Context: an optimization exercise on an open-source flow, tuned for small area. The choices shown serve that exercise and are no tape-out recipe. Only simulation tests tie the RTL to the original design; equivalence was not proved. Power figures rest on the tool's default switching activity, not on a simulated workload.

**flow/config.mk**
```make
export PLATFORM = sky130hd
export DESIGN_NAME = ntsc_lsb
export DESIGN_NICKNAME = ntsc_lsb
export VERILOG_FILES = /design/flow/design.v
export SDC_FILE = /design/flow/constraint.sdc
export NUM_CORES = 4
export LEC_CHECK = 0
export CAP_MARGIN = 5
export CORE_MARGIN = 2
export CORE_UTILIZATION = 62
export GPL_TIMING_DRIVEN = 0
export PLACE_DENSITY = 0.75
export SLEW_MARGIN = 5
export BUFFER_PORTS_ARGS = -buffer_cell sky130_fd_sc_hd__buf_1
export CTS_ARGS = -sink_clustering_enable -repair_clock_nets -dont_use_dummy_load -buf_list sky130_fd_sc_hd__clkbuf_4 -root_buf sky130_fd_sc_hd__clkbuf_4 -sink_clustering_size 20
```
**flow/constraint.sdc**
```tcl
create_clock -name core_clock -period 10.0 [get_ports {clk}]
set_input_delay 2.0000 -clock core_clock [delete_from_list [all_inputs] [get_ports {clk}]]
set_output_delay 2.0000 -clock core_clock [all_outputs]
set_load 0.01 [all_outputs]
```
**flow/design.v**
```verilog
module ntsc_lsb (
    input  wire        clk,
    input  wire        rst_n,
    input  wire        run,
    input  wire        mode_il,       
    input  wire        mode_den,      
    input  wire        mode_burst,    
    input  wire        mode_pic,      
    input  wire [31:0] frame_init,    
    input  wire [7:0]  lvl_tip,
    input  wire [7:0]  lvl_porch,
    input  wire [7:0]  lvl_black,
    input  wire [7:0]  burst_000,
    input  wire [7:0]  burst_060,
    input  wire [7:0]  burst_090,
    input  wire [7:0]  burst_120,
    input  wire [7:0]  burst_180,
    input  wire [7:0]  burst_240,
    input  wire [7:0]  burst_270,
    input  wire [7:0]  burst_300,
    output wire        ps_req,
    output wire [31:0] ps_frame,
    output wire [8:0]  ps_row,
    output wire [10:0] ps_col,
    input  wire [7:0]  ps_data,
    input  wire        ps_ack,
    output reg         dac_valid,
    output reg  [7:0]  dac_out,
    output wire        sol,
    output wire        vblank,
    output wire        field
);
    wire il  = mode_il;
    wire den = mode_den;
    reg        running;
    reg [10:0] q;             
    reg        f;             
    reg [8:0]  r;             
    reg [1:0]  m3;            
    reg [31:0] frame;
    wire [10:0] q_first = den ? 11'd1802 : 11'd1884;
    wire        q_last  = den ? (q == 11'd1121) : (q == 11'd747);
    wire pre   = &q[10:8];
    wire fh    = pre | (den ? (q < 11'd438) : (q < 11'd292));       
    wire eq_tip = fh ? (pre & (den ? (q < 11'd1856) : (q < 11'd1920)))
                     : (den ? (q < 11'd492) : (q < 11'd328));
    wire vs_tip = fh ? (pre | (den ? (q < 11'd342) : (q < 11'd228)))
                     : (den ? (q < 11'd1026) : (q < 11'd684));
    wire bl_tip   = pre & (den ? (q < 11'd1905) : (q < 11'd1952));    
    wire bl_porch = pre ? (den ? (q < 11'd2007) : (q < 11'd2020))     
                        : (den ? (q >= 11'd1095) : (q >= 11'd730));   
    wire in_burst = pre & (den ? (q >= 11'd1916 && q < 11'd1970)
                               : (q >= 11'd1960 && q < 11'd1996));
    wire window   = den ? (q < 11'd1056) : (q < 11'd704);
    wire ph_000 = den ? (~q[0] & (m3 == 2'd0)) : (q[1:0] == 2'd0);
    wire ph_060 = den &  q[0] & (m3 == 2'd1);
    wire ph_090 = ~den & (q[1:0] == 2'd1);
    wire ph_120 = den & ~q[0] & (m3 == 2'd2);
    wire ph_180 = den ? ( q[0] & (m3 == 2'd0)) : (q[1:0] == 2'd2);
    wire ph_240 = den & ~q[0] & (m3 == 2'd1);
    wire ph_270 = ~den & (q[1:0] == 2'd3);
    wire ph_300 = den &  q[0] & (m3 == 2'd2);
    wire       vb = r[8];             
    wire [4:0] s  = r[4:0];           
    wire       r_240 = ~r[8] & (&r[7:4]);
    wire       sync  = vb & (s >= 5'd10) & (s <= 5'd18);    
    wire       f2    = f & ~fh;       
    wire half_vs = f2 ? (s >= 5'd12 && s <= 5'd14) : (s >= 5'd13 && s <= 5'd15);
    wire half_pr = f2 & (s == 5'd18);
    wire l262b   = il & ~f & r_240 & ~fh;                   
    wire l282    = f & vb & (s == 5'd29);
    wire fill    = mode_pic & ~vb & ~r_240;
    assign ps_req   = fill & window;
    assign ps_frame = frame;
    assign ps_row   = il ? {r[7:0], f} : r;
    assign ps_col   = q;
    wire use_ps = ps_req & ps_ack;
    wire sy       = sync | l262b;
    wire sy_tip   = ~half_pr & (half_vs ? vs_tip : eq_tip);
    wire bt       = ~sy & ~use_ps;
    wire sel_tip  = sy ? sy_tip : (~use_ps & bl_tip);
    wire sel_ps   = ~sy & use_ps;
    wire sel_bu   = bt & ~bl_tip & mode_burst & in_burst;
    wire sel_blk  = bt & ~bl_tip & ~(mode_burst & in_burst) & ~bl_porch & ~(l282 & fh);
    wire sel_por  = ~sel_tip & ~sel_ps & ~sel_bu & ~sel_blk;
    always @(*)
        dac_out = ({8{sel_tip}} & lvl_tip)
                | ({8{sel_por}} & lvl_porch)
                | ({8{sel_blk}} & lvl_black)
                | ({8{sel_ps}}  & ps_data)
                | ({8{sel_bu & ph_000}} & burst_000)
                | ({8{sel_bu & ph_060}} & burst_060)
                | ({8{sel_bu & ph_090}} & burst_090)
                | ({8{sel_bu & ph_120}} & burst_120)
                | ({8{sel_bu & ph_180}} & burst_180)
                | ({8{sel_bu & ph_240}} & burst_240)
                | ({8{sel_bu & ph_270}} & burst_270)
                | ({8{sel_bu & ph_300}} & burst_300);
    assign vblank = ~f & vb;
    assign field  = f;
    assign sol    = (q == q_first);
    wire eofield = (il & ~f) ? r_240 : (r == 9'd239);
    always @(posedge clk) begin
        running   <= rst_n & run;
        dac_valid <= rst_n & run & running;
        if (!dac_valid) begin
            q     <= q_first;
            r     <= 9'd490;
            f     <= 1'b0;
            m3    <= 2'd0;
            frame <= frame_init;
        end else begin
            frame <= frame + {31'd0, q_last & eofield & (f | ~il)};
            m3    <= (m3 == 2'd2) ? 2'd0 : m3 + 2'd1;
            q     <= q_last ? q_first : q + 11'd1;
            if (q_last & eofield) begin
                r <= 9'd490;
                f <= il & ~f;
            end else begin
                r <= r + {8'd0, q_last};
            end
        end
    end
endmodule
```
**flow/flow/run.sh**
```bash
#!/bin/bash
# Layout flow: the standard synthesis, then an area re-mapping of its
# combinational logic (registers untouched; the smallest of a few ABC
# scripts is kept), then the standard layout with the port buffers made
# of the smallest buffer cell and a lighter clock tree.
set -euo pipefail
W=$(pwd)
R=$W/orfs/results/$FLOW_PLATFORM/ntsc_lsb/base
LIB=$FLOW_HOME/platforms/$FLOW_PLATFORM/lib/sky130_fd_sc_hd__tt_025C_1v80.lib
YOSYS=$FLOW_HOME/../tools/install/yosys/bin/yosys
[[ -x $YOSYS ]] || YOSYS=yosys

cat >> config.mk <<EOC
export BUFFER_PORTS_ARGS = -buffer_cell sky130_fd_sc_hd__buf_1
export CTS_ARGS = -sink_clustering_enable -repair_clock_nets -dont_use_dummy_load -buf_list sky130_fd_sc_hd__clkbuf_4 -root_buf sky130_fd_sc_hd__clkbuf_4 -sink_clustering_size 20
EOC

# 1. standard synthesis
bash standard.sh synth > log_1_standard_synth.txt 2>&1
cp "$R/1_2_yosys.v" "$W/synth_standard.v"

# 2. area re-mapping of the combinational logic; keep the smallest result
DU=$(sed -n '/DONT_USE_CELLS/,/^#/p' "$FLOW_HOME/platforms/$FLOW_PLATFORM/config.mk" \
     | grep -o 'sky130_fd_sc_hd__[a-z0-9_]*' | sed 's/^/-dont_use /' | tr '\n' ' ')
SCRIPTS=(
  "strash;dch,-f;amap;strash;dch,-f;amap"
  "strash;balance;dch,-f;amap;strash;dch,-f;amap"
  "strash;ifraig;dch,-f;amap;strash;dch,-f;amap"
  "strash;dc2;dch,-f;amap"
  "strash;dch,-f;amap;strash;dch,-f;amap;strash;dch,-f;amap"
  "strash;dc2;dch,-f;amap;strash;dch,-f;amap"
)
best=""; best_area=""
for i in "${!SCRIPTS[@]}"; do
  sed -e "s#@LIB@#$LIB#g" -e "s#@IN@#$W/synth_standard.v#" -e "s#@OUT@#$W/synth_resynth_$i.v#" \
      -e "s#@DONTUSE@#$DU#" -e "s#@SCRIPT@#${SCRIPTS[$i]}#" flow/resynth.ys.in > resynth_$i.ys
  if "$YOSYS" -l log_2_resynth_$i.txt resynth_$i.ys > /dev/null 2>&1; then
    a=$(grep "Chip area for module" log_2_resynth_$i.txt | tail -1 | awk '{print $NF}')
    echo "script $i (${SCRIPTS[$i]}): $a" >> log_2_resynth_summary.txt
    if [[ -z $best_area ]] || awk -v a="$a" -v b="$best_area" 'BEGIN { exit !(a < b) }'; then
      best=$i; best_area=$a
    fi
  fi
done
echo "kept script $best: $best_area" >> log_2_resynth_summary.txt
cp "$W/synth_resynth_$best.v" "$R/1_2_yosys.v"
rm -f "$R/1_synth.odb" "$R/1_synth.sdc"

# 3. standard layout from the re-mapped netlist
bash standard.sh > log_3_layout.txt 2>&1
```
**flow/flow/resynth.ys.in**
```
# Area re-mapping of the standard synthesis's combinational logic.
# The registers are kept as they are (same cells, same instance names).
read_liberty -ignore_miss_func @LIB@
blackbox sky130_fd_sc_hd__*df* sky130_fd_sc_hd__*dl*
read_verilog @IN@
hierarchy -top ntsc_lsb
flatten
rename -hide w:* x:* %d
opt_clean -purge
abc -liberty @LIB@ @DONTUSE@ -script "+@SCRIPT@"
opt_clean -purge
hilomap -singleton -hicell sky130_fd_sc_hd__conb_1 HI -locell sky130_fd_sc_hd__conb_1 LO
splitnets
opt_clean -purge
select ntsc_lsb
stat -liberty @LIB@
write_verilog -noattr -nohex -nodec -selected @OUT@
```
**flow/standard.sh**
```bash
#!/bin/bash
# synth_recipe.tcl (not shown) runs the flow's synth.tcl, then flattens the netlist and writes it again
# the make line also repeats each setting of config.mk as NAME=value (left out here)
make -C /OpenROAD-flow-scripts/flow DESIGN_CONFIG=/design/flow/config.mk WORK_HOME=/design/flow/orfs CLKGATE_MAP_FILE= SYNTH_SCRIPT=/design/flow/synth_recipe.tcl "${@:-finish}"
```
==> run notes, run 1 <==
The overall overflow remaining after global route came out at 0. The starting density of the core came out at 64.52%. The final sum of negative setup slack is 0 ns. Along the worst path, the maximum fanout reaches 19. The number of global-route vias before repair came out at 4685. The count of H-tree levels built during CTS came out at 3. The number of antenna violations at the first check in global routing came to 0. The clock arrives with 0.05242 ns of skew.

The count of mapped cells out of synthesis is 505. The number of top-level pins is 201. The floorplan has 27 rows. The detailed-route wire length per cell is 16.88 microns. The path with the worst hold slack has its endpoint at dac_valid$_DFF_P_. The number of port buffers is 200. In the final layout, the multi-input gates occupy 2215 sq um. The slew at the pin closest to its max-slew limit is 1.102 ns. The first global-routing pass estimated 20870 microns of wire.

The die height is 79.93 microns. For this run, the number of Yosys warnings is 1. The worst reg-to-reg path cell count is 22. The placer's final routability congestion estimate came out at 0.9874.

The achievable frequency is 122.3 MHz. The static leakage power is 1.511 nW. The worst setup path is launched from an input port. Registers take 1141 sq um.

Setup violations remaining at the end of the flow were counted as 0. The post-CTS resize count came out at 0. The post-detailed-placement cell area came out at 4415 sq um. The DRC violation count after routing is 0. The die footprint is 6389 sq um. The final cell area excluding filler cells is 4517 sq um. The number of nets produced by synthesis is 641. The data arrival time of the worst path is 6.18 ns. The data required time of the worst path is 8.00 ns. After clock tree synthesis, the clock-pin slew on the worst setup and hold paths is 0.09 ns.

The total number of vias is 5048. The number of antenna diodes in the final layout is 0. The endpoint identified for the worst register-to-register timing path is frame[31]$_DFF_P_. Headroom to the max-slew limit came out at 25.95%.

The post-CTS setup repair buffer count came out at 0. The tightest hold margin is 0.5278 ns. The number of hold violations in the final report was 0.

The first-pass iteration count of the detailed router is 5. The number of filler cells placed in the layout came out at 401. The number of nets with antenna violations after detailed routing is 0. The final HPWL from detailed placement is 10130 microns. After synthesis the cells add up to 3575 sq um.

For this run, the total global-route usage over all layers was measured as 41.41%. Hold repair after CTS inserted 0 buffers. The worst path needs 8.179 ns of the cycle, external delays included. The critical path class is input port to output port. The standard cell core area is 5540 sq um. For flop-to-flop paths, the worst setup slack is 4.41 ns. The power per cell area came out at 101.3 nW/um^2. The tree is rooted in a sky130_fd_sc_hd__clkbuf_4. In this run, CTS created clock tree buffers numbering 9. The TritonCTS clock tree is built. The worst hold path begins at running$_DFF_P_. Across the VDD grid, the largest voltage drop is 0.0001231 V. The area growth from synthesis to final layout is 26.36%. The number of vias per cell after detailed routing came out at 6.414. The maximum number of pins on one net before global-route repair came out at 48. The worst reg2reg path startpoint is q[0]$_SDFF_PP0_. The number of sinks handled by clock tree synthesis came out at 57. The max capacitance violation total came out at 0.

The ratio of final minimum period to clock period is 81.79%. The run finished with no timing, DRC or antenna violations. The total count of max-transition violations in the final report is 0.

The sum of routed wire length over all layers is 13290 microns. The post-route total power came out at 457.7 uW. The die is 79.93 microns wide. The violation count after the first detailed-route iteration came out at 593. Dividing the synthesized area by the synthesized cell count gives 7.079 sq um. The share of layout cells above drive strength 1 came out at 1.538%. The worst hold path stage count came out at 1. The min-delay analysis places its worst path in the category flop to flop.

The worst setup path is captured at an output port. After the last flow step, the layout net total stands at 853. For the worst-skew pair, the clock arrives at the later sink with an insertion delay of 0.42 ns. In this run the deepest clock path goes through 2 buffers.

Setup repair after global routing left no endpoint under its margin.
through the flow:
stage | std cells | setup slack [ns] | util, %
2_1_floorplan | 505 | 3.553 | -
3_3_place_gp | 777 | 1.895 | 79.70
3_5_place_dp | 777 | 1.900 | 79.70
4_1_cts | 786 | 1.895 | 80.92
5_1_grt | 787 | 1.618 | 81.53
6_report | 787 | 1.821 | 81.53
cells in the final DEF (no fill, tap or decap), drive strengths merged, types with 11 or more instances in the layout:
master,count
clkinv,60
nand2,48
o21ai,34
a21oi,27
dfxtp,57
o22a,12
nor2,93
nand3,14
nor3,19
buf,201
o221ai,17
a221o,11
metal layers:
metal	up-vias	share of wire [%]	global-route usage, %	wire [microns]
met2	387	49	69.42	6466
met1	2229	35	42.25	4602
met4	0	5.7	28.47	753
met3	95	11	15.84	1463
li1	2337	-	-	-
met5	-	0	0	0
registers in the layout (all words and copies together) (netlist names):
| name | cells |
|---|---|
| frame | 32 |
| q | 11 |
| r | 9 |
| m3 | 2 |
| dac_valid | 1 |
| f | 1 |
| running | 1 |
critical path, stage by stage:
cell                       delay (ns)
sky130_fd_sc_hd__buf_1           0.61
sky130_fd_sc_hd__clkinv_1        0.63
sky130_fd_sc_hd__o32a_1          0.51
sky130_fd_sc_hd__nor3_1          0.26
sky130_fd_sc_hd__o221ai_1        0.16
sky130_fd_sc_hd__nor3_1          0.90
sky130_fd_sc_hd__nor4_2          0.29
sky130_fd_sc_hd__a22oi_1         0.26
sky130_fd_sc_hd__o21ai_0         0.11
sky130_fd_sc_hd__a221o_1         0.30
sky130_fd_sc_hd__buf_1           0.14
how the worst max path moves through the flow:
stage	from	end	slack, ns
finish	mode_den	dac_out[1]	1.82
global route	mode_den	dac_out[1]	1.62
CTS	mode_den	dac_out[1]	1.90
detailed placement	mode_den	dac_out[3]	1.90
global placement	mode_den	dac_out[3]	1.89
floorplan	mode_den	dac_out[1]	3.55
report_power, final:
| group | switching [mW] | internal, mW | total, mW | leakage (nW) |
|---|---|---|---|---|
| registers | 0.0128 | 0.238 | 0.251 | 0.474 |
| logic | 0.0534 | 0.0382 | 0.0916 | 0.996 |
| clock network | 0.0739 | 0.0416 | 0.116 | 0.0414 |
| total | 0.140 | 0.318 | 0.458 | 1.51 |
cell type report:
class / instances / share of cell area, %
flip-flops and latches: 57 / 25.26
repair buffers: 201 / 17.23
clock buffers: 9 / 1.496
well taps: 72 / 1.994
multi-input cells: 388 / 49.03
inverters: 60 / 4.986
==> inputs of run 2 (changes only) <==
--- a/flow/flow/run.sh
+++ b/flow/flow/run.sh
@@ -13,5 +13,5 @@
 cat >> config.mk <<EOC
 export BUFFER_PORTS_ARGS = -buffer_cell sky130_fd_sc_hd__buf_1
-export CTS_ARGS = -sink_clustering_enable -repair_clock_nets -dont_use_dummy_load -buf_list sky130_fd_sc_hd__clkbuf_4 -root_buf sky130_fd_sc_hd__clkbuf_4 -sink_clustering_size 20
+export CTS_ARGS = -sink_clustering_enable -repair_clock_nets -dont_use_dummy_load -buf_list sky130_fd_sc_hd__clkbuf_16 -root_buf sky130_fd_sc_hd__clkbuf_16 -sink_clustering_size 64 -sink_clustering_max_diameter 400
 EOC
 
==> flow/config.mk (replaced) <==
export PLATFORM = sky130hd
export DESIGN_NAME = ntsc_lsb
export DESIGN_NICKNAME = ntsc_lsb
export VERILOG_FILES = /design/flow/design.v
export SDC_FILE = /design/flow/constraint.sdc
export NUM_CORES = 4
export LEC_CHECK = 0
export CAP_MARGIN = 20
export CORE_MARGIN = 2
export CORE_UTILIZATION = 55
export PLACE_DENSITY = 0.7
export SLEW_MARGIN = 20
export BUFFER_PORTS_ARGS = -buffer_cell sky130_fd_sc_hd__buf_1
export CTS_ARGS = -sink_clustering_enable -repair_clock_nets -dont_use_dummy_load -buf_list sky130_fd_sc_hd__clkbuf_16 -root_buf sky130_fd_sc_hd__clkbuf_16 -sink_clustering_size 64 -sink_clustering_max_diameter 400
==> run notes, run 2 <==
The clock transition at the registers of the reported paths came out at 0.05 ns. The first-pass iteration count of the detailed router is 6. The number of antenna violations at the first check in global routing came to 0. For this design the static power due to leakage is 1.576 nW.

The total area inside the core boundary comes to 6314 sq um. The violation count after the first detailed-route iteration came out at 574. The cell total after placement came out at 784. The detailed-route wire length per cell is 16.32 microns. The number of flip-flops under the largest register name is 32. The HPWL after detailed placement is 9916 microns. The number of vias per cell after detailed routing came out at 6.113.

The die footprint came out at 7161 sq um. The maximum number of pins on one net before global-route repair is 48. The largest registers in the layout are frame x32, q x11, r x9. The final antenna diode count is 0. The cell area after technology mapping came out at 3575 sq um. On the final layout, the worst hold slack is 0.4719 ns.

The count of H-tree levels built during CTS came out at 3. Pin placement for this block handled 201 I/O pins. The total of endpoints with negative setup slack in the final report came out at 0. For this run, the number of Yosys warnings is 1. For the final database, setup skew stands at 0.01781 ns.

STA classifies the critical path startpoint as an input port. The number of hold violations in the final report is 0. Along the worst path, the maximum fanout reaches 19. The number of sinks handled by clock tree synthesis is 57.

For this design, the CTS-stage hold fixing added 0 buffers. The slew at the pin closest to its max-slew limit came out at 1.050 ns. The number of global-route vias before repair came to 4433. The routed layout has 4848 vias. The width of the chip is 84.62 microns. For this run, the top clock speed supported by timing is 133.8 MHz. The maximum resistive drop on vdd came out at 0.0001355 V. The DRC violation count after routing is 0. The placer's final routability congestion estimate came out at 1.016. The data required time of the worst path came out at 8.00 ns.

The library cells used most frequently in the layout, excluding fill and tap cells, are 200 x sky130_fd_sc_hd__buf_1, 93 x sky130_fd_sc_hd__nor2_1, 60 x sky130_fd_sc_hd__clkinv_1. The number of port buffers came out at 200. The tool flagged a number of max-cap violations equal to 0.

The ratio of final minimum period to clock period came out at 74.76%. The final layout contains routed wiring with a total length of 12940 microns. The clock latency reported for the late side of the worst-skew pair came out at 0.32 ns. The worst slew slack as a fraction of its limit came out at 29.61%.

The share of layout cells above drive strength 1 came out at 1.816%. The data arrival time of the worst path came out at 5.48 ns. The flow ran to the end and the layout has no timing, DRC or antenna violations.

Setup repair after global routing left no endpoint under its margin. TritonCTS built the clock tree. The number of nets with antenna violations after detailed routing came out at 0. The number of clock buffers inserted by TritonCTS came out at 9. The number of nets at the end of the flow is 854. The setup path with the least slack is of type input port to output port.

The die height is 84.62 microns. After clock tree synthesis, the setup repair step added 0 buffers. Ranked by flip-flop count, first place goes to frame.

The per-instance average area after synthesis is 7.079 sq um. The final cell count without fillers came out at 793. The number of gates resized after CTS was 0. Subtracting the final worst setup slack from the clock period gives 7.476 ns. Clock tree synthesis selected as its root buffer the cell sky130_fd_sc_hd__clkbuf_16. In this run the worst hold path is classified as flop to flop.

Once the floorplan was initialized, standard cells occupied 56.62% of the core. The final sum of negative setup slack is 0 ns. The clock passes through at most 2 buffers. The count of mapped cells out of synthesis is 505. Global routing consumed, over all layers together, 35.04% of the routing resources. The area growth from synthesis to final layout is 30.73%. The element type at the critical path end is an output port. The first-pass GRT wire length came out at 20470 microns. The site row count is 29. Leaving out fill and tap cells, the most frequent cell in the layout is sky130_fd_sc_hd__buf_1. For this design the ratio of total power to cell area is 124.9 nW/um^2. The number of nets produced by synthesis came out at 641. The overall overflow remaining after global route came out at 0. The total count of max-transition violations in the final report is 0.
==> run 2: path summary, 6_finish.rpt <==
kind | startpoint | to | slack, ns | depth (start not counted)
min reg2reg | running$_DFF_P_ | dac_valid$_DFF_P_ | 0.47 | 1
max reg2reg | q[0]$_SDFF_PP0_ | frame[31]$_DFF_P_ | 4.46 | 22
max | mode_den | dac_out[1] | 2.52 | 15
min | running$_DFF_P_ | dac_valid$_DFF_P_ | 0.47 | 1
==> run 2: routing by layer <==
| layer | global-route usage, % | wire, microns | vias up | share of wire, % |
|---|---|---|---|---|
| li1 | - | - | 2332 | - |
| met1 | 39.29 | 4725 | 2196 | 37 |
| met2 | 61.92 | 6442 | 273 | 50 |
| met3 | 6.293 | 1103 | 47 | 8.5 |
| met4 | 20.20 | 672 | 0 | 5.2 |
| met5 | 0 | 0 | - | 0 |
==> run 2: final cells by class <==
type	instances	area, sq um
multi-input combinational	388	2220
fill	529	1640
sequential	57	1141
timing repair buffer	202	765.7
clock buffer	9	225.2
inverter	60	225.2
tap	77	96.34
==> run 2: power breakdown <==
group	leakage (nW)	switching, mW	total, mW	internal (mW)
Sequential	0.474	0.0116	0.250	0.239
Clock	0.111	0.0866	0.243	0.156
Combinational	0.992	0.0526	0.0904	0.0378
==> run 2: stage by stage <==
step                      setup WS (ns)  utilization (%)  power, mW  cell area (sq um)
final                             2.524            74.02     0.5835               4673
after global routing              2.192            74.02     0.6057               4673
after CTS                         2.250            73.84     0.5853               4662
after detailed placement          2.254            70.27     0.3427               4437
after global placement            2.417            70.27     0.3408               4437
after floorplan                   3.553                -     0.2981               3575
==> run 2: worst max-delay path: stages <==
cell and delay (ns):
sky130_fd_sc_hd__buf_1 0.57, sky130_fd_sc_hd__or2_0 0.24, sky130_fd_sc_hd__a21oi_1 0.06, sky130_fd_sc_hd__nor3_1 0.42
sky130_fd_sc_hd__nand2_1 0.18, sky130_fd_sc_hd__o221ai_1 0.26, sky130_fd_sc_hd__o221ai_1 0.17, sky130_fd_sc_hd__o211ai_1 0.11
sky130_fd_sc_hd__a21oi_1 0.06, sky130_fd_sc_hd__a21o_1 0.27, sky130_fd_sc_hd__nor4_2 0.54, sky130_fd_sc_hd__a22oi_1 0.19
sky130_fd_sc_hd__o21ai_0 0.11, sky130_fd_sc_hd__a221o_1 0.13, sky130_fd_sc_hd__buf_1 0.15
==> inputs of run 3 (changes only) <==
--- a/flow/flow/run.sh
+++ b/flow/flow/run.sh
@@ -13,5 +13,5 @@
 cat >> config.mk <<EOC
 export BUFFER_PORTS_ARGS = -buffer_cell sky130_fd_sc_hd__buf_1
-export CTS_ARGS = -sink_clustering_enable -repair_clock_nets -dont_use_dummy_load -buf_list sky130_fd_sc_hd__clkbuf_16 -root_buf sky130_fd_sc_hd__clkbuf_16 -sink_clustering_size 64 -sink_clustering_max_diameter 400
+export CTS_ARGS = -sink_clustering_enable -repair_clock_nets -dont_use_dummy_load -buf_list sky130_fd_sc_hd__clkbuf_8 -root_buf sky130_fd_sc_hd__clkbuf_8 -sink_clustering_size 30 -sink_clustering_max_diameter 300
 EOC
 
--- a/flow/config.mk
+++ b/flow/config.mk
@@ -12,3 +12,3 @@
 export SLEW_MARGIN = 20
 export BUFFER_PORTS_ARGS = -buffer_cell sky130_fd_sc_hd__buf_1
-export CTS_ARGS = -sink_clustering_enable -repair_clock_nets -dont_use_dummy_load -buf_list sky130_fd_sc_hd__clkbuf_16 -root_buf sky130_fd_sc_hd__clkbuf_16 -sink_clustering_size 64 -sink_clustering_max_diameter 400
+export CTS_ARGS = -sink_clustering_enable -repair_clock_nets -dont_use_dummy_load -buf_list sky130_fd_sc_hd__clkbuf_8 -root_buf sky130_fd_sc_hd__clkbuf_8 -sink_clustering_size 30 -sink_clustering_max_diameter 300
==> run notes, run 3 <==
In the finished design, the share of the clock period the worst path needs comes to 74.34%. The count of H-tree levels built during CTS is 3. The clock transition at the registers of the reported paths came out at 0.06 ns.

The DRC violation count after routing is 0. The overall overflow remaining after global route came out at 0. The register-to-register path setup slack is 4.57 ns. The detailed router finished its first iteration with 558 violations. The number of nets produced by synthesis is 641. Setup repair after global routing left no endpoint under its margin.

After the last flow step, the layout net total stands at 854. Counting I/O delays and the setup requirement, the final critical path takes 7.434 ns. The top cell types in the final layout, fill and taps aside, are 200 x sky130_fd_sc_hd__buf_1, 93 x sky130_fd_sc_hd__nor2_1, 60 x sky130_fd_sc_hd__clkinv_1. The register with the most flip-flops in the layout has 32 of them. Across the run, the number of max-cap violations was 0.

The cell total after placement came out at 784. The flow ran to the end and the layout has no timing, DRC or antenna violations. The area growth from synthesis to final layout is 27.90%.

The highest layer touched by signal routing is met4. The number of sinks handled by clock tree synthesis is 57. The number of top-level pins came out at 201. The number of vias per cell after detailed routing came out at 6.150. The power per cell area is 108.2 nW/um^2. The first-pass GRT wire length is 20270 microns.

The synthesis warning total is 1. The biggest fanout along the worst timing path is 19. No sink is reached through more buffers than the 2 on the longest clock path. Leaving out fill and tap cells, the most frequent cell in the layout is sky130_fd_sc_hd__buf_1. Hold repair after CTS inserted 0 buffers. The site row count is 29.

The final HPWL from detailed placement came out at 9916 microns. The launching element type of the critical path is an input port. The clock latency reported for the late side of the worst-skew pair is 0.33 ns.

The register with the most flip-flops in the final layout is frame. The post-CTS resize count is 0. The least setup slack across all paths after layout is 2.566 ns. The per-instance average area after synthesis came out at 7.079 sq um. The die footprint came out at 7161 sq um. The first-pass iteration count of the detailed router is 6. The master cell of the clock root buffer is sky130_fd_sc_hd__clkbuf_8. The standard cell core area came out at 6314 sq um. The data arrival time of the worst path is 5.43 ns. The count of mapped cells out of synthesis came out at 505. The starting density of the core came out at 56.62%. The width of the chip came out at 84.62 microns.

The part of the power in the clock network is 31.4%. The post-detailed-placement cell area is 4437 sq um. The final antenna diode count is 0.

In the final layout, the registers with the most flip-flops are frame x32, q x11, r x9. The internal power of the cells is 355.7 uW. The number of global-route vias before repair is 4408.

The net switching fraction of the power is 28.10%. The final sum of negative setup slack is 0 ns. The total of endpoints with negative setup slack in the final report is 0. The worst setup path is captured at an output port.

After the flow finishes, the layout carries non-filler instances totaling 793. The type of the worst min-delay path is flop to flop. The cell area after technology mapping is 3575 sq um.

After detailed routing, the average wire length per cell comes to 15.99 microns. The final cell area excluding filler cells is 4572 sq um. The post-CTS setup repair buffer count is 0. The detailed-route wire length on metal 1 is 4637 microns. The slew at the pin closest to its max-slew limit is 1.038 ns.

The worst slew slack as a fraction of its limit came out at 30.36%. The analysis attributes to net switching a power of 139.0 uW. The wire length on met3 is 1126 microns. The achievable frequency is 134.5 MHz. The logic gate share of total power is 18.2%. The worst reg-to-reg path cell count came out at 22. The placer's final routability congestion estimate came out at 1.016. The total number of vias came out at 4877.

The total count of max-transition violations in the final report came out at 0. The end point of the most critical hold path is dac_valid$_DFF_P_. The critical path class is input port to output port. TritonCTS built the clock tree. The number of port buffers is 200. The die height came out at 84.62 microns. The tightest hold margin came out at 0.4747 ns. The worst register-to-register path begins at q[0]$_SDFF_PP0_. The data required time of the worst path came out at 8.00 ns. The post-route total power came out at 494.7 uW. In this run the critical register-to-register path is captured at frame[31]$_DFF_P_.

Of the cells placed in the final design, the portion with a size suffix greater than 1 is 1.816%. The setup slack at placement came out at 2.254 ns. The number of hold violations in the final report came out at 0. The largest clock skew in the final design came out at 0.02967 ns. In this run the remaining antenna-violating nets after routing total 0. The maximum number of pins on one net before global-route repair came out at 48. The static leakage power came out at 1.530 nW.

Detailed routing placed a total of 6275 microns of wire on met2. The worst hold path begins at running$_DFF_P_. The worst hold path stage count is 1. Sequential cells account for 50.5% of the total power. The number of clock buffers inserted by TritonCTS came out at 9. The overall routing resource usage came out at 34.42%. Once layout is complete, the utilization of the core stands at 72.41%. The sum of routed wire length over all layers is 12680 microns. The number of antenna violations at the first check in global routing is 0. The maximum resistive drop on vdd came out at 0.0001143 V.
[run 3: cell count changes in the layout (fill, tap and decap cells not counted)]
cell | previous run | this run
sky130_fd_sc_hd__clkbuf_8 | 0 | 9
sky130_fd_sc_hd__clkbuf_16 | 9 | 0
[run 3: worst max-delay path by stage]
| stage | start | to | slack (ns) | cells past startpoint |
|---|---|---|---|---|
| 6_report | mode_den | dac_out[1] | 2.57 | 15 |
| 2_1_floorplan | mode_den | dac_out[1] | 3.55 | 13 |
| 3_3_place_gp | mode_den | dac_out[2] | 2.42 | 10 |
| 3_5_place_dp | mode_den | dac_out[1] | 2.25 | 15 |
| 4_1_cts | mode_den | dac_out[1] | 2.25 | 15 |
| 5_1_grt | mode_den | dac_out[1] | 2.19 | 15 |
[run 3: critical path, cell delays in order]
cell and delay [ns]:
sky130_fd_sc_hd__buf_1 0.56, sky130_fd_sc_hd__or2_0 0.24, sky130_fd_sc_hd__a21oi_1 0.06, sky130_fd_sc_hd__nor3_1 0.41, sky130_fd_sc_hd__nand2_1 0.17, sky130_fd_sc_hd__o221ai_1 0.26
sky130_fd_sc_hd__o221ai_1 0.17, sky130_fd_sc_hd__o211ai_1 0.12, sky130_fd_sc_hd__a21oi_1 0.06, sky130_fd_sc_hd__a21o_1 0.27, sky130_fd_sc_hd__nor4_2 0.54, sky130_fd_sc_hd__a22oi_1 0.19
sky130_fd_sc_hd__o21ai_0 0.11, sky130_fd_sc_hd__a221o_1 0.13, sky130_fd_sc_hd__buf_1 0.15
[run 3: routing by layer]
metal  vias up  track usage, %
met1      2220           39.17
met5         -               0
met3        41           6.588
li1       2338               -
met4         0           18.47
met2       278           60.56
[run 3: power groups by stage]
stage	registers, mW	clock network [mW]	logic (mW)
6_report	0.250	0.155	0.0899
5_1_grt	0.251	0.167	0.0990
4_1_cts	0.249	0.160	0.0890
3_5_place_dp	0.254	0	0.0886
3_3_place_gp	0.254	0	0.0870
2_1_floorplan	0.258	0	0.0404
[run 3: layout make-up]
cell class | count | area, sq um
Multi-Input combinational cell | 388 | 2220
Clock buffer | 9 | 123.9
Inverter | 60 | 225.2
Sequential cell | 57 | 1141
Tap cell | 77 | 96.34
Fill cell | 548 | 1742
Timing Repair Buffer | 202 | 765.7
==> inputs of run 4 (changes only) <==
==> flow/flow/run.sh (replaced) <==
#!/bin/bash
# Layout flow: the standard synthesis, then an area re-mapping of its
# combinational logic (registers untouched), then the standard layout
# with the port buffers made of the smallest buffer cell and a lighter
# clock tree.
#
# The re-mapping runs a set of ABC scripts on the current netlist and keeps
# the smallest result, and repeats from that result until no script makes it
# smaller.
set -euo pipefail
W=$(pwd)
R=$W/orfs/results/$FLOW_PLATFORM/ntsc_lsb/base
LIB=$FLOW_HOME/platforms/$FLOW_PLATFORM/lib/sky130_fd_sc_hd__tt_025C_1v80.lib
YOSYS=$FLOW_HOME/../tools/install/yosys/bin/yosys
[[ -x $YOSYS ]] || YOSYS=yosys

cat >> config.mk <<EOC
export BUFFER_PORTS_ARGS = -buffer_cell sky130_fd_sc_hd__buf_1
export CTS_ARGS = -sink_clustering_enable -repair_clock_nets -dont_use_dummy_load -buf_list sky130_fd_sc_hd__clkbuf_4 -root_buf sky130_fd_sc_hd__clkbuf_4 -sink_clustering_size 20
EOC

# 1. standard synthesis
bash standard.sh synth > log_1_standard_synth.txt 2>&1
cp "$R/1_2_yosys.v" "$W/synth_standard.v"

# 2. area re-mapping of the combinational logic
DU=$(sed -n '/DONT_USE_CELLS/,/^#/p' "$FLOW_HOME/platforms/$FLOW_PLATFORM/config.mk" \
     | grep -o 'sky130_fd_sc_hd__[a-z0-9_]*' | sed 's/^/-dont_use /' | tr '\n' ' ')
SCRIPTS=(
  "strash;dch,-f;amap;strash;dch,-f;amap"
  "strash;balance;dch,-f;amap;strash;dch,-f;amap"
  "strash;ifraig;dch,-f;amap;strash;dch,-f;amap"
  "strash;dc2;dch,-f;amap"
  "strash;dch,-f;amap,-F,10"
  "strash;dc2;dch,-f;amap;strash;dch,-f;amap"
  "strash;rewrite,-z;dch,-f;amap"
  "strash;refactor,-z;dch,-f;amap;strash;dch,-f;amap"
  "strash;balance;dch,-f;amap;strash;balance;dch,-f;amap"
  "strash;dch;amap"
)
mkdir -p resynth
cp synth_standard.v resynth/best.v
best=999999999
S=log_2_resynth_summary.txt
: > $S
for round in 1 2 3 4 5 6 7 8; do
  for i in "${!SCRIPTS[@]}"; do
    sed -e "s#@LIB@#$LIB#g" -e "s#@IN@#$W/resynth/best.v#" -e "s#@OUT@#$W/resynth/r${round}_$i.v#" \
        -e "s#@DONTUSE@#$DU#" -e "s#@SCRIPT@#${SCRIPTS[$i]}#" flow/resynth.ys.in > resynth/r${round}_$i.ys
    ( "$YOSYS" -l resynth/log_r${round}_$i.txt resynth/r${round}_$i.ys > /dev/null 2>&1 || true ) &
  done
  wait
  bi=""
  for i in "${!SCRIPTS[@]}"; do
    a=$(grep "Chip area for module" resynth/log_r${round}_$i.txt 2>/dev/null | tail -1 | awk '{print $NF}')
    [[ -n $a && -s resynth/r${round}_$i.v ]] || continue
    echo "round $round script $i (${SCRIPTS[$i]}): $a" >> $S
    if awk -v a="$a" -v b="$best" 'BEGIN { exit !(a < b) }'; then best=$a; bi=$i; fi
  done
  [[ -n $bi ]] || break
  echo "round $round kept script $bi: $best" >> $S
  cp resynth/r${round}_$bi.v resynth/best.v
done
echo "final: $best" >> $S
cp resynth/best.v "$W/synth_resynth.v"
cp "$W/synth_resynth.v" "$R/1_2_yosys.v"
rm -f "$R/1_synth.odb" "$R/1_synth.sdc"

# 3. standard layout from the re-mapped netlist
bash standard.sh > log_3_layout.txt 2>&1
--- a/flow/config.mk
+++ b/flow/config.mk
@@ -12,3 +12,3 @@
 export SLEW_MARGIN = 20
 export BUFFER_PORTS_ARGS = -buffer_cell sky130_fd_sc_hd__buf_1
-export CTS_ARGS = -sink_clustering_enable -repair_clock_nets -dont_use_dummy_load -buf_list sky130_fd_sc_hd__clkbuf_8 -root_buf sky130_fd_sc_hd__clkbuf_8 -sink_clustering_size 30 -sink_clustering_max_diameter 300
+export CTS_ARGS = -sink_clustering_enable -repair_clock_nets -dont_use_dummy_load -buf_list sky130_fd_sc_hd__clkbuf_4 -root_buf sky130_fd_sc_hd__clkbuf_4 -sink_clustering_size 20
==> run notes, run 4 <==
Counting instances, the worst hold path has a depth of 1. The power per cell area is 101.3 nW/um^2. Fill cells in the final layout number 521.

The time the worst path needs with I/O delays and setup is 7.598 ns. The cell area after technology mapping came out at 3476 sq um. The detailed-route wire length per cell came out at 15.44 microns.

The library cells used most frequently in the layout, excluding fill and tap cells, are 200 x sky130_fd_sc_hd__buf_1, 97 x sky130_fd_sc_hd__nor2_1, 69 x sky130_fd_sc_hd__nand2_1. The number of antenna violations at the first check in global routing is 1. The run finished with no timing, DRC or antenna violations.

The end point of the most critical hold path is m3[0]$_SDFF_PP0_. The share of layout cells above drive strength 1 is 1.849%. The type of the worst min-delay path is flop to flop. CTS built an H-tree with a depth of 3. The area taken by flip-flops and latches is 1141 sq um. The standard cell core area is 6026 sq um. The achievable frequency came out at 131.6 MHz. The first-pass GRT wire length came out at 19460 microns.

The largest clock skew in the final design is 0.03887 ns. The count of mapped cells out of synthesis is 491. The critical path class is input port to output port. The internal power of the cells came out at 316.7 uW. Setup repair after global routing left no endpoint under its margin. The number of nets produced by synthesis came out at 627.

The hold-fix buffer count after cts came out at 0. The static leakage power is 1.610 nW. The multi-input gate area in the final layout is 2203 sq um.

For this run, the detailed router's first-pass iteration total came to 7. The clock transition at the registers of the reported paths came out at 0.07 ns. The worst flop-to-flop path endpoint is frame[30]$_DFF_P_. Setup slack on the critical path of the routed design comes to 2.402 ns.

In the global route stage, overall resource usage came out at 33.31%. For the worst setup path, the data required time is 8.00 ns. Of the total power, the share spent switching nets is 29.27%. The area growth from synthesis to final layout is 27.18%. The master cell of the clock root buffer is sky130_fd_sc_hd__clkbuf_4. Gates resized during post-CTS repair numbered 0. After synthesis, the mean cell area works out to 7.079 sq um. The maximum root-to-sink buffer count came out at 2. In this run the critical register-to-register path is launched from q[0]$_SDFF_PP0_. The DRC violation count after routing is 0.

The number of setup buffers added after CTS is 0. The data arrival time of the worst path came out at 5.60 ns. Of the total power, registers draw 55.9%. The final cell area excluding filler cells came out at 4420 sq um.

The total count of max-transition violations in the final report came out at 0. The routed layout has 4794 vias. The number of global-route vias before repair is 4408.

Dividing the final minimum period by the clock period gives 75.98%. The site row count is 28. The number of nets at the end of the flow is 841. The post-route total power came out at 447.8 uW.

The number of sinks handled by clock tree synthesis came out at 57. The post-detailed-placement cell area came out at 4344 sq um. TritonCTS created 9 clock buffers.

The worst slew slack as a fraction of its limit came out at 38.46%. The cell total after placement came out at 769. In this run the power spent charging and discharging nets is 131.1 uW. The sum of routed wire length over all layers is 12030 microns. The worst setup path is captured at an output port.

Ranked by flip-flop count, first place goes to frame. The placer's final routability congestion estimate came out at 1.062. In the final timing run, aggregate negative setup slack is 0 ns. After global routing the overflow that remains totals 0. Once the floorplan was initialized, standard cells occupied 57.68% of the core. The total of endpoints with negative setup slack in the final report is 0. The final standard cell utilization of the core is 73.36%. The max capacitance violation total came out at 0. The number of port buffers is 200. The launching element type of the critical path is an input port.

The share of total power dissipated in combinational logic is 18.9%. The die covers 6971 sq um. The slew at the pin closest to its max-slew limit is 0.9197 ns. The number of nets with antenna violations after detailed routing is 0.

The die height is 83.50 microns. The part of the power in the clock network is 25.2%. The tightest hold margin came out at 0.4632 ns. The die is 83.50 microns wide. The detailed router finished its first iteration with 406 violations. The number of top-level pins is 201. In this run the register-to-register setup slack is 3.04 ns. The maximum number of pins on one net before global-route repair came out at 64. The final cell count without fillers is 779. The biggest fanout along the worst timing path is 14. For this run, the number of Yosys warnings is 1. The number of vias per cell after detailed routing is 6.154. The clock latency reported for the late side of the worst-skew pair came out at 0.40 ns. The worst reg-to-reg path cell count is 25. The number of hold violations in the final report came out at 0. The startpoint identified for the worst hold timing path is m3[1]$_SDFF_PP0_. The final HPWL from detailed placement came out at 9256 microns.

Across the VDD grid, the largest voltage drop is 0.00009068 V. The leading cell type in the layout, fill and taps excluded is sky130_fd_sc_hd__buf_1. The setup slack at placement came out at 2.191 ns. TritonCTS built the clock tree. The number of flip-flops under the largest register name is 32. The largest registers in the layout are frame x32, q x11, r x9.
[run 4: how the worst max path moves through the flow]
stage,from,endpoint,slack [ns],cells past startpoint
6_report,mode_den,dac_out[6],2.40,14
5_1_grt,mode_den,dac_out[6],2.17,14
4_1_cts,mode_den,dac_out[6],2.12,14
3_5_place_dp,mode_den,dac_out[6],2.19,14
3_3_place_gp,mode_den,dac_out[6],2.42,14
2_1_floorplan,mode_den,dac_out[6],2.73,9
[run 4: routing by layer]
metal / track usage, % / vias up / share of wire (%)
met5: 0 / - / 0
met4: 14.37 / 0 / 3.1
met3: 8.605 / 41 / 8.8
met2: 57.04 / 274 / 48
met1: 39.40 / 2192 / 40
li1: - / 2287 / -
[run 4: worst max-delay path: stages]
cell                        delay (ns)
sky130_fd_sc_hd__buf_1            0.36
sky130_fd_sc_hd__clkinv_1         0.49
sky130_fd_sc_hd__a21oi_1          0.30
sky130_fd_sc_hd__o22ai_1          0.14
sky130_fd_sc_hd__and3_1           0.23
sky130_fd_sc_hd__a221oi_1         0.40
sky130_fd_sc_hd__o211ai_1         0.15
sky130_fd_sc_hd__o2111ai_1        0.15
sky130_fd_sc_hd__o41ai_1          0.12
sky130_fd_sc_hd__buf_4            0.19
sky130_fd_sc_hd__nor4_2           0.56
sky130_fd_sc_hd__a221o_1          0.26
sky130_fd_sc_hd__a221o_1          0.10
sky130_fd_sc_hd__buf_1            0.15
[run 4: final cells by class]
| cell class | count | area share, % |
|---|---|---|
| Sequential cell | 57 | 25.81 |
| Multi-Input combinational cell | 397 | 49.84 |
| Timing Repair Buffer | 203 | 17.49 |
| Clock buffer | 9 | 1.528 |
| Inverter | 37 | 3.142 |
| Antenna cell | 1 | 0.05661 |
| Tap cell | 75 | 2.123 |
[run 4: power by group through the flow]
stage / clock [mW] / combinational (mW) / sequential, mW
floorplan: 0 / 0.0385 / 0.257
global placement: 0 / 0.0819 / 0.254
detailed placement: 0 / 0.0834 / 0.255
CTS: 0.115 / 0.0839 / 0.250
global route: 0.124 / 0.0937 / 0.252
finish: 0.113 / 0.0848 / 0.250
==> inputs of run 5 (changes only) <==
--- a/flow/design.v
+++ b/flow/design.v
@@ -33,5 +33,4 @@
     wire il  = mode_il;
     wire den = mode_den;
-    reg        running;
     reg [10:0] q;             
     reg        f;             
@@ -102,8 +101,7 @@
     wire eofield = (il & ~f) ? r_240 : (r == 9'd239);
     always @(posedge clk) begin
-        running   <= rst_n & run;
-        dac_valid <= rst_n & run & running;
+        dac_valid <= rst_n & run & (dac_valid | sol);
         if (!dac_valid) begin
-            q     <= q_first;
+            q     <= {rst_n & run, q_first[9:0]};
             r     <= 9'd490;
             f     <= 1'b0;
==> flow/flow/run.sh (replaced) <==
#!/bin/bash
set -euo pipefail
W=$(pwd)
R=$W/orfs/results/$FLOW_PLATFORM/ntsc_lsb/base
LIB=$FLOW_HOME/platforms/$FLOW_PLATFORM/lib/sky130_fd_sc_hd__tt_025C_1v80.lib
YOSYS=$FLOW_HOME/../tools/install/yosys/bin/yosys
[[ -x $YOSYS ]] || YOSYS=yosys

cat >> config.mk <<EOC
export BUFFER_PORTS_ARGS = -buffer_cell sky130_fd_sc_hd__buf_1
export CTS_ARGS = -sink_clustering_enable -repair_clock_nets -dont_use_dummy_load -buf_list sky130_fd_sc_hd__clkbuf_8 -root_buf sky130_fd_sc_hd__clkbuf_8
EOC

# 1. standard synthesis
bash standard.sh synth > log_1_standard_synth.txt 2>&1
cp "$R/1_2_yosys.v" "$W/synth_standard.v"

# 2. area re-mapping of the combinational logic
DU=$(sed -n '/DONT_USE_CELLS/,/^#/p' "$FLOW_HOME/platforms/$FLOW_PLATFORM/config.mk" \
     | grep -o 'sky130_fd_sc_hd__[a-z0-9_]*' | sed 's/^/-dont_use /' | tr '\n' ' ')
SCRIPTS=(
  "strash;dch,-f;amap;strash;dch,-f;amap"
  "strash;balance;dch,-f;amap;strash;dch,-f;amap"
  "strash;ifraig;dch,-f;amap;strash;dch,-f;amap"
  "strash;dc2;dch,-f;amap"
  "strash;dch,-f;amap,-F,10"
  "strash;dc2;dch,-f;amap;strash;dch,-f;amap"
  "strash;rewrite,-z;dch,-f;amap"
  "strash;refactor,-z;dch,-f;amap;strash;dch,-f;amap"
  "strash;balance;dch,-f;amap;strash;balance;dch,-f;amap"
  "strash;dch;amap"
)
STARTS=(
  ""
  "strash;dch;map"
  "strash;balance;map"
  "strash;resub;map"
  "strash;dc2;map,-a"
  "strash;resub,-z;map,-a"
  "strash;rewrite;map"
  "strash;refactor;map,-a"
  "strash;dc2;resub;map"
  "strash;balance;rewrite,-z;map,-a"
  "strash;ifraig;resub;dch;map"
  "strash;dch,-f;map,-a"
)
T=$W/resynth
mkdir -p $T
one() { # in out script log
  sed -e "s#@LIB@#$LIB#g" -e "s#@IN@#$1#" -e "s#@OUT@#$2#" -e "s#@DONTUSE@#$DU#" -e "s#@SCRIPT@#$3#" \
      flow/resynth.ys.in > $2.ys
  "$YOSYS" -l $4 $2.ys > /dev/null 2>&1 || true
}
area() { { grep "Chip area for module" $1 2>/dev/null || true; } | tail -1 | awk '{print $NF}'; }
climb() { # start index
  local si=$1 best=999999999 round i a bi
  for round in 1 2 3 4 5 6 7 8; do
    for i in "${!SCRIPTS[@]}"; do
      one $T/b$si.v $T/c${si}_${round}_$i.v "${SCRIPTS[$i]}" $T/log_c${si}_${round}_$i.txt &
    done
    wait
    bi=""
    for i in "${!SCRIPTS[@]}"; do
      a=$(area $T/log_c${si}_${round}_$i.txt)
      [[ -n $a && -s $T/c${si}_${round}_$i.v ]] || continue
      if awk -v a="$a" -v b="$best" 'BEGIN { exit !(a < b) }'; then best=$a; bi=$i; fi
    done
    [[ -n $bi ]] || break
    echo "start $si round $round kept script $bi: $best" >> $T/summary_$si.txt
    cp $T/c${si}_${round}_$bi.v $T/b$si.v
  done
  echo "$best" > $T/best_$si.txt
}
for si in "${!STARTS[@]}"; do
  if [[ -z ${STARTS[$si]} ]]; then
    cp synth_standard.v $T/s$si.v
  else
    one $W/synth_standard.v $T/s$si.v "${STARTS[$si]}" $T/log_s$si.txt
  fi
  if [[ -s $T/s$si.v ]]; then
    cp $T/s$si.v $T/b$si.v
    climb $si &
  fi
done
wait
S=log_2_resynth_summary.txt
cat $T/summary_*.txt > $S 2>/dev/null || true
gbest=999999999; gi=""
for si in "${!STARTS[@]}"; do
  [[ -s $T/best_$si.txt ]] || continue
  b=$(cat $T/best_$si.txt)
  echo "start $si (${STARTS[$si]:-standard netlist}): $b" >> $S
  if awk -v a="$b" -v b="$gbest" 'BEGIN { exit !(a < b) }'; then gbest=$b; gi=$si; fi
done
if [[ -n $gi ]]; then
  echo "kept start $gi: $gbest" >> $S
  cp $T/b$gi.v $T/g.v
  for it in $(seq 1 24); do
    si=p$it
    p=${STARTS[$(( (it - 1) % (${#STARTS[@]} - 1) + 1 ))]}
    one $T/g.v $T/s$si.v "$p" $T/log_s$si.txt
    [[ -s $T/s$si.v ]] || continue
    cp $T/s$si.v $T/b$si.v
    climb $si
    b=$(cat $T/best_$si.txt)
    echo "perturbation $it ($p): $b" >> $S
    if awk -v a="$b" -v b="$gbest" 'BEGIN { exit !(a < b) }'; then
      gbest=$b; cp $T/b$si.v $T/g.v
      echo "kept perturbation $it: $gbest" >> $S
    fi
  done
  cp $T/g.v "$W/synth_resynth.v"
else
  echo "no re-mapping; kept the standard netlist" >> $S
  cp synth_standard.v "$W/synth_resynth.v"
fi
echo "final: $gbest" >> $S
cp "$W/synth_resynth.v" "$R/1_2_yosys.v"
rm -f "$R/1_synth.odb" "$R/1_synth.sdc"
rm -f $T/c*.v $T/c*.v.ys $T/s*.v.ys   # intermediate netlists; their logs stay

# 3. standard layout from the re-mapped netlist
bash standard.sh > log_3_layout.txt 2>&1
==> flow/config.mk (replaced) <==
export PLATFORM = sky130hd
export DESIGN_NAME = ntsc_lsb
export DESIGN_NICKNAME = ntsc_lsb
export VERILOG_FILES = /design/flow/design.v
export SDC_FILE = /design/flow/constraint.sdc
export NUM_CORES = 4
export LEC_CHECK = 0
export CAP_MARGIN = 20
export CORE_MARGIN = 2
export CORE_UTILIZATION = 65
export PLACE_DENSITY = 0.8
export SLEW_MARGIN = 20
export BUFFER_PORTS_ARGS = -buffer_cell sky130_fd_sc_hd__buf_1
export CTS_ARGS = -sink_clustering_enable -repair_clock_nets -dont_use_dummy_load -buf_list sky130_fd_sc_hd__clkbuf_8 -root_buf sky130_fd_sc_hd__clkbuf_8
==> run notes, run 5 <==
The run finished with no timing, DRC or antenna violations. The clock latency reported for the late side of the worst-skew pair is 0.31 ns. For this run, the top clock speed supported by timing is 121.3 MHz. The overall routing resource usage is 37.92%.

The die height came out at 75.88 microns. The number of hold violations in the final report came to 0. The DRC violation count after routing came out at 0. In this design, the critical path's most frequently occurring cell is sky130_fd_sc_hd__and3_1.

The ratio of final minimum period to clock period came out at 82.42%. The number of sinks handled by clock tree synthesis is 56. The post-CTS setup repair buffer count is 0. The worst hold path stage count is 1. The repair_antennas step left the layout with diodes totalling 0. The tool flagged a number of max-cap violations equal to 0. The switching power came out at 122.8 uW. The placer's final routability congestion estimate is 0.9896. The worst setup path is launched from an input port.

The maximum root-to-sink buffer count came out at 2. For this configuration, the core starts out at a cell density of 66.60%. The first-pass GRT wire length is 17090 microns. STA classifies the critical path endpoint as a flop. The time the worst path needs with I/O delays and setup is 8.242 ns.

In this run the critical register-to-register path is launched from q[7]$_SDFF_PP0_. Using the TritonRoute via totals, the vias-per-cell ratio works out to 6.207. Clock-pin slew was measured on the worst setup and hold paths at 0.11 ns. The final sum of negative setup slack came out at 0 ns. The count of H-tree levels built during CTS is 2. The per-instance average area after synthesis is 7.160 sq um.

The site row count came out at 26. The hold-fix buffer count after cts came out at 0. The die footprint came out at 5758 sq um. The critical hold path startpoint is m3[1]$_SDFF_PP0_.

For this run, the number of Yosys warnings is 1. Measured against its own limit, the worst slew margin works out to 32.93%. The number of antenna violations at the first check in global routing is 0. The overall overflow remaining after global route is 0. The worst register-to-register path has a setup slack of 3.62 ns.

The data arrival time of the worst path came out at 8.51 ns. In this run the critical register-to-register path is captured at frame[31]$_DFF_P_. The number of cells on the worst reg-to-reg path is 28.

The number of nets at the end of the flow came out at 813. The width of the chip came out at 75.88 microns. The final HPWL from detailed placement is 9133 microns. The violation count after the first detailed-route iteration is 541. The min-delay analysis places its worst path in the category flop to flop. The largest registers in the layout are frame x32, q x11, r x9. Setup violations remaining at the end of the flow were counted as 0. In the layout the commonest cells are 200 x sky130_fd_sc_hd__buf_1, 88 x sky130_fd_sc_hd__nor2_1, 56 x sky130_fd_sc_hd__dfxtp_1.

The largest clock skew in the final design is 0.03441 ns. The number of nets with antenna violations after detailed routing came out at 0. The register share of total power came out at 55.8%.

The mapped netlist covers 3358 sq um. The critical path's slowest cell is sky130_fd_sc_hd__buf_1. From synthesis to final layout, the design area changed by 27.24%. The logic gate share of total power came out at 18.7%.

The share of layout cells above drive strength 1 came out at 0.8889%. The data required time of the worst path is 10.27 ns. After detailed routing, the average wire length per cell comes to 15.58 microns. The layout has 339 filler cells. The slew at the pin closest to its max-slew limit is 0.9984 ns. The register with the most flip-flops in the layout has 32 of them. The maximum number of pins on one net before global-route repair came out at 44. The sum of routed wire length over all layers is 11610 microns. The total count of max-transition violations in the final report is 0. The number of nets produced by synthesis came out at 605. The post-CTS resize count came out at 0. VDD sags by at most 0.0001062 V. The first-pass iteration count of the detailed router came out at 6. The worst setup path is of the input port to flop kind. The register ranked first by flip-flop count is frame. For hold timing, the worst endpoint is m3[0]$_SDFF_PP0_. The master cell of the clock root buffer is sky130_fd_sc_hd__clkbuf_8.

TritonCTS built the clock tree. The internal portion of the total power is 314.3 uW. In this run switching power makes up 28.10% of total power. Dividing total power by cell area gives a power density of 102.3 nW/um^2. The biggest fanout along the worst timing path is 13. The stage delay of the slowest cell on the critical path is 0.44 ns. The number of global-route vias before repair is 3891. The static leakage power came out at 1.531 nW. In this run, the clock network consumes 25.5% of the power. The total number of vias came out at 4624.

The number of clock buffers inserted by TritonCTS came out at 5. The library cell used most frequently in the layout, excluding fill and tap cells, is sky130_fd_sc_hd__buf_1. Buffers placed on the I/O ports in this run total 200. Measured on the finished design, the core utilization comes to 84.74%. The total area inside the core boundary comes to 5042 sq um.

The number of top-level pins is 201. Setup repair after global routing left no endpoint under its margin. The count of mapped cells out of synthesis is 469.
[run 5: routing by layer]
layer | up-vias | track usage (%) | routed length [microns]
met5 | - | 0 | 0
met4 | 0 | 17.93 | 390
met3 | 48 | 9.127 | 1298
met2 | 339 | 62.84 | 5541
met1 | 2039 | 46.17 | 4378
li1 | 2198 | - | -
[run 5: layout make-up]
cell class	instances	area, sq um	share of cell area [%]
flip-flops and latches	56	1121	26.24
inverters	41	153.9	3.602
multi-input cells	372	2083	48.76
clock buffers	5	68.82	1.611
well taps	70	87.58	2.050
repair buffers	201	758.2	17.75
[run 5: worst max-delay path, delay by kind of cell]
family	cells	cell delay, ns
and+or+nand+nor	21	4.97
AOI/OAI and AO/OA	4	0.66
buffers and inverters	2	0.87
[run 5: worst max path at each step]
stage / startpoint / end / slack [ns]
after floorplan: mode_den / frame[31]$_DFF_P_ / 3.04
after global placement: mode_den / frame[31]$_DFF_P_ / 2.05
after detailed placement: mode_den / frame[31]$_DFF_P_ / 1.59
final: mode_den / frame[31]$_DFF_P_ / 1.76
after global routing: mode_den / frame[31]$_DFF_P_ / 1.16
after CTS: mode_den / frame[31]$_DFF_P_ / 1.87
[run 5: metrics by stage]
| stage | worst slack [ns] | instance area, sq um | std cells | power, mW | hold WS, ns |
|---|---|---|---|---|---|
| after floorplan | 3.037 | 3358 | 469 | 0.2883 | 0.4297 |
| after global placement | 2.050 | 4204 | 740 | 0.3259 | 0.4530 |
| after detailed placement | 1.594 | 4204 | 740 | 0.3282 | 0.4732 |
| after CTS | 1.868 | 4273 | 745 | 0.4361 | 0.4865 |
| after global routing | 1.164 | 4273 | 745 | 0.4565 | 0.5206 |
| final | 1.758 | 4273 | 745 | 0.4371 | 0.4853 |
[run 5: power groups by stage]
stage	Combinational, mW	Sequential (mW)	Clock, mW
global route	0.0910	0.245	0.120
finish	0.0818	0.244	0.112
CTS	0.0802	0.243	0.112
floorplan	0.0370	0.251	0
global placement	0.0780	0.248	0
detailed placement	0.0797	0.248	0
==> inputs of run 6 (changes only) <==
--- a/flow/flow/run.sh
+++ b/flow/flow/run.sh
@@ -96,7 +96,7 @@
   echo "kept start $gi: $gbest" >> $S
   cp $T/b$gi.v $T/g.v
-  for it in $(seq 1 24); do
+  for it in 1 2 3 4 5 6 7 8; do
     si=p$it
-    p=${STARTS[$(( (it - 1) % (${#STARTS[@]} - 1) + 1 ))]}
+    p=${STARTS[$it]}
     one $T/g.v $T/s$si.v "$p" $T/log_s$si.txt
     [[ -s $T/s$si.v ]] || continue
--- a/flow/config.mk
+++ b/flow/config.mk
@@ -8,6 +8,6 @@
 export CAP_MARGIN = 20
 export CORE_MARGIN = 2
-export CORE_UTILIZATION = 65
-export PLACE_DENSITY = 0.8
+export CORE_UTILIZATION = 55
+export PLACE_DENSITY = 0.7
 export SLEW_MARGIN = 20
 export BUFFER_PORTS_ARGS = -buffer_cell sky130_fd_sc_hd__buf_1
==> run notes, run 6 <==
Routability-driven placement finished with a final weighted congestion of 0.9566. The number of nets with antenna violations after detailed routing came out at 0. The first-pass GRT wire length is 17020 microns.

In the final routed layout, each cell accounts on average for 15.39 microns. The share of total power dissipated in combinational logic is 18.6%. After global routing the overflow that remains totals 0. The library cell used most frequently in the layout, excluding fill and tap cells, is sky130_fd_sc_hd__buf_1.

Timing analysis after detailed placement gives a worst setup slack of 1.641 ns. The number of hold violations in the final report came out at 0. Sequential cells account for 55.3% of the total power. The maximum root-to-sink buffer count is 2. At the later pin of the worst-skew pair, clock insertion delay measures 0.31 ns.

The detailed router finished its first iteration with 473 violations. The power per cell area came out at 102.7 nW/um^2. The count of mapped cells out of synthesis came out at 469. The site row count came out at 28. The number of flip-flops under the largest register name is 32. The total number of vias is 4493. The first-pass iteration count of the detailed router came out at 9. The worst pin sits at a relative slew slack of 27.25%. The total of endpoints with negative setup slack in the final report is 0. The per-instance average area after synthesis is 7.160 sq um. Compared with the post-synthesis result, the final layout area differs by 27.42%.

The switching power came out at 125.2 uW. The data arrival time of the worst path is 8.40 ns. The die height is 82.14 microns. After clock tree synthesis, the clock-pin slew on the worst setup and hold paths is 0.11 ns.

The number of top-level pins is 201. The run finished with no timing, DRC or antenna violations. Clock tree synthesis found a total of 56 sinks.

The number of global-route vias before repair is 3778. The final HPWL from detailed placement came out at 9058 microns. The standard cell core area is 5921 sq um. The final sum of negative setup slack is 0 ns. The stage delay of the slowest cell on the critical path is 0.45 ns.

The part of the power in the clock network is 26.1%. The largest clock skew in the final design came out at 0.02920 ns. The sum of routed wire length over all layers came out at 11540 microns. The number of clock buffers inserted by TritonCTS is 5. The slew at the pin closest to its max-slew limit is 1.083 ns. The slowest stage of the critical path is the sky130_fd_sc_hd__nor3_1 cell.

The synthesis warning total came out at 1. The number of port buffers is 200. The final standard cell utilization of the core came out at 72.27%. Across the run, the number of max-cap violations was 0. The element type at the critical path end is a flop.

The net count of the finished layout is 813. The final antenna diode count came out at 0. The achievable frequency is 122.9 MHz.

The data required time of the worst path is 10.26 ns. The width of the chip is 82.14 microns. The number of vias per cell after detailed routing is 5.991. The time the worst path needs with I/O delays and setup came out at 8.138 ns. The net switching fraction of the power came out at 28.49%. The number of hold buffers added after CTS was 0. In the layout the commonest cells are 200 x sky130_fd_sc_hd__buf_1, 88 x sky130_fd_sc_hd__nor2_1, 56 x sky130_fd_sc_hd__dfxtp_1. The H-tree generated during clock tree synthesis spans 2 levels. The cell sitting at the root of the clock tree is a sky130_fd_sc_hd__clkbuf_8. The post-CTS setup repair buffer count is 0. The critical path class is input port to flop. In the final layout, the registers with the most flip-flops are frame x32, q x11, r x9. VDD sags by at most 0.00008435 V.

The path class of the tightest hold or removal check is flop to flop. The share of layout cells above drive strength 1 is 0.8889%. The maximum number of pins on one net before global-route repair is 62. The ratio of final minimum period to clock period is 81.38%. The register ranked first by flip-flop count is frame. The initial utilization of the core area, before any placement, comes to 56.72%. The total count of max-transition violations in the final report came out at 0.

The most prevalent standard cell on the critical path is sky130_fd_sc_hd__and3_1. The TritonCTS clock tree is built. The least setup slack across all paths after layout is 1.862 ns. For this design the static power due to leakage is 1.531 nW.

Global routing used 31.49% of the available tracks across all layers. The number of antenna violations at the first check in global routing came to 0. Setup repair after global routing left no endpoint under its margin. The biggest fanout along the worst timing path is 13. The number of nets in the synthesized netlist is 605. The cell area after technology mapping is 3358 sq um. The worst setup path is launched from an input port. The die footprint is 6747 sq um.

The DRC violation count after routing came out at 0. The post-CTS resize count came out at 0. Internal power comes to 314.4 uW.
==> run 6: layout make-up <==
type	count	area (sq um)
multi-input cells	372	2083
fillers	522	1642
flip-flops and latches	56	1121
repair buffers	201	758.2
inverters	41	153.9
well taps	75	93.84
clock buffers	5	68.82
==> run 6: power groups by stage <==
stage,Combinational [mW],Sequential (mW),Clock [mW]
final,0.0817,0.243,0.115
after global routing,0.0907,0.245,0.124
after CTS,0.0808,0.243,0.119
after detailed placement,0.0801,0.248,0
after global placement,0.0787,0.248,0
after floorplan,0.0370,0.251,0
==> run 6: worst paths after layout <==
path | startpoint | end | slack, ns | depth (start not counted)
hold / removal | m3[0]$_SDFF_PP0_ | m3[0]$_SDFF_PP0_ | 0.47 | 1
setup reg to reg | q[7]$_SDFF_PP0_ | frame[31]$_DFF_P_ | 3.66 | 28
setup / recovery | mode_den | frame[31]$_DFF_P_ | 1.86 | 27
hold reg to reg | m3[0]$_SDFF_PP0_ | m3[0]$_SDFF_PP0_ | 0.47 | 1
==> run 6: worst max-delay path: cells and delay by family <==
family,cells,cell delay [ns]
AOI/OAI and AO/OA,4,0.65
buffers and inverters,2,0.86
and+or+nand+nor,21,4.87
==> run 6: metrics by stage <==
stage | hold WS, ns | instances | instance area, sq um | power [mW]
finish | 0.4663 | 750 | 4279 | 0.4396
global route | 0.5012 | 750 | 4279 | 0.4595
CTS | 0.4661 | 750 | 4279 | 0.4426
detailed placement | 0.4573 | 745 | 4210 | 0.3284
global placement | 0.4487 | 745 | 4210 | 0.3267
floorplan | 0.4297 | 469 | 3358 | 0.2883
==> run 6: metal layers <==
layer / vias up / GRT usage (%) / routed length [microns]
li1: 2194 / - / -
met5: - / 0 / 0
met3: 18 / 5.978 / 1003
met4: 0 / 5.500 / 104
met1: 2020 / 39.88 / 4786
met2: 261 / 56.26 / 5644

## what the ideal ports hide
In the flow no input, the clock included, has a driving cell. The finished layouts below were timed again as built, in two steps. Step 1 assumes that a clkbuf_16 drives the clock port and a buf_2 every other input. Step 2 also shifts input and output timing later by t, the mid clock arrival at the registers, as if the neighbouring blocks saw the same clock. a / b / c = no drivers / after step 1 / after step 2; a / b = the first two.
run | t (ns) | setup slack, ns | worst setup path at the end | slew at the worst register clock pin (ns) | worst slew at a driven data input, ns
run 1 | 0.423 | 1.821 / 1.791 / 1.791 | input to output | 0.12 / 0.12 | 0.05
run 2 | 0.343 | 2.524 / 2.492 / 2.492 | input to output | 0.05 / 0.05 | 0.05
run 3 | 0.343 | 2.566 / 2.534 / 2.534 | input to output | 0.07 / 0.07 | 0.05
run 4 | 0.412 | 2.402 / 2.379 / 2.242 | input to register | 0.11 / 0.11 | 0.05
run 5 | 0.327 | 1.758 / 1.738 / 1.411 | input to register | 0.11 / 0.11 | 0.09
run 6 | 0.329 | 1.862 / 1.842 / 1.514 | input to register | 0.11 / 0.11 | 0.06
After both steps every run listed still meets setup and hold. For run 6, which loses most, drivers alone change the setup slack by -0.020 ns; drivers and shift together by -0.348 ns.
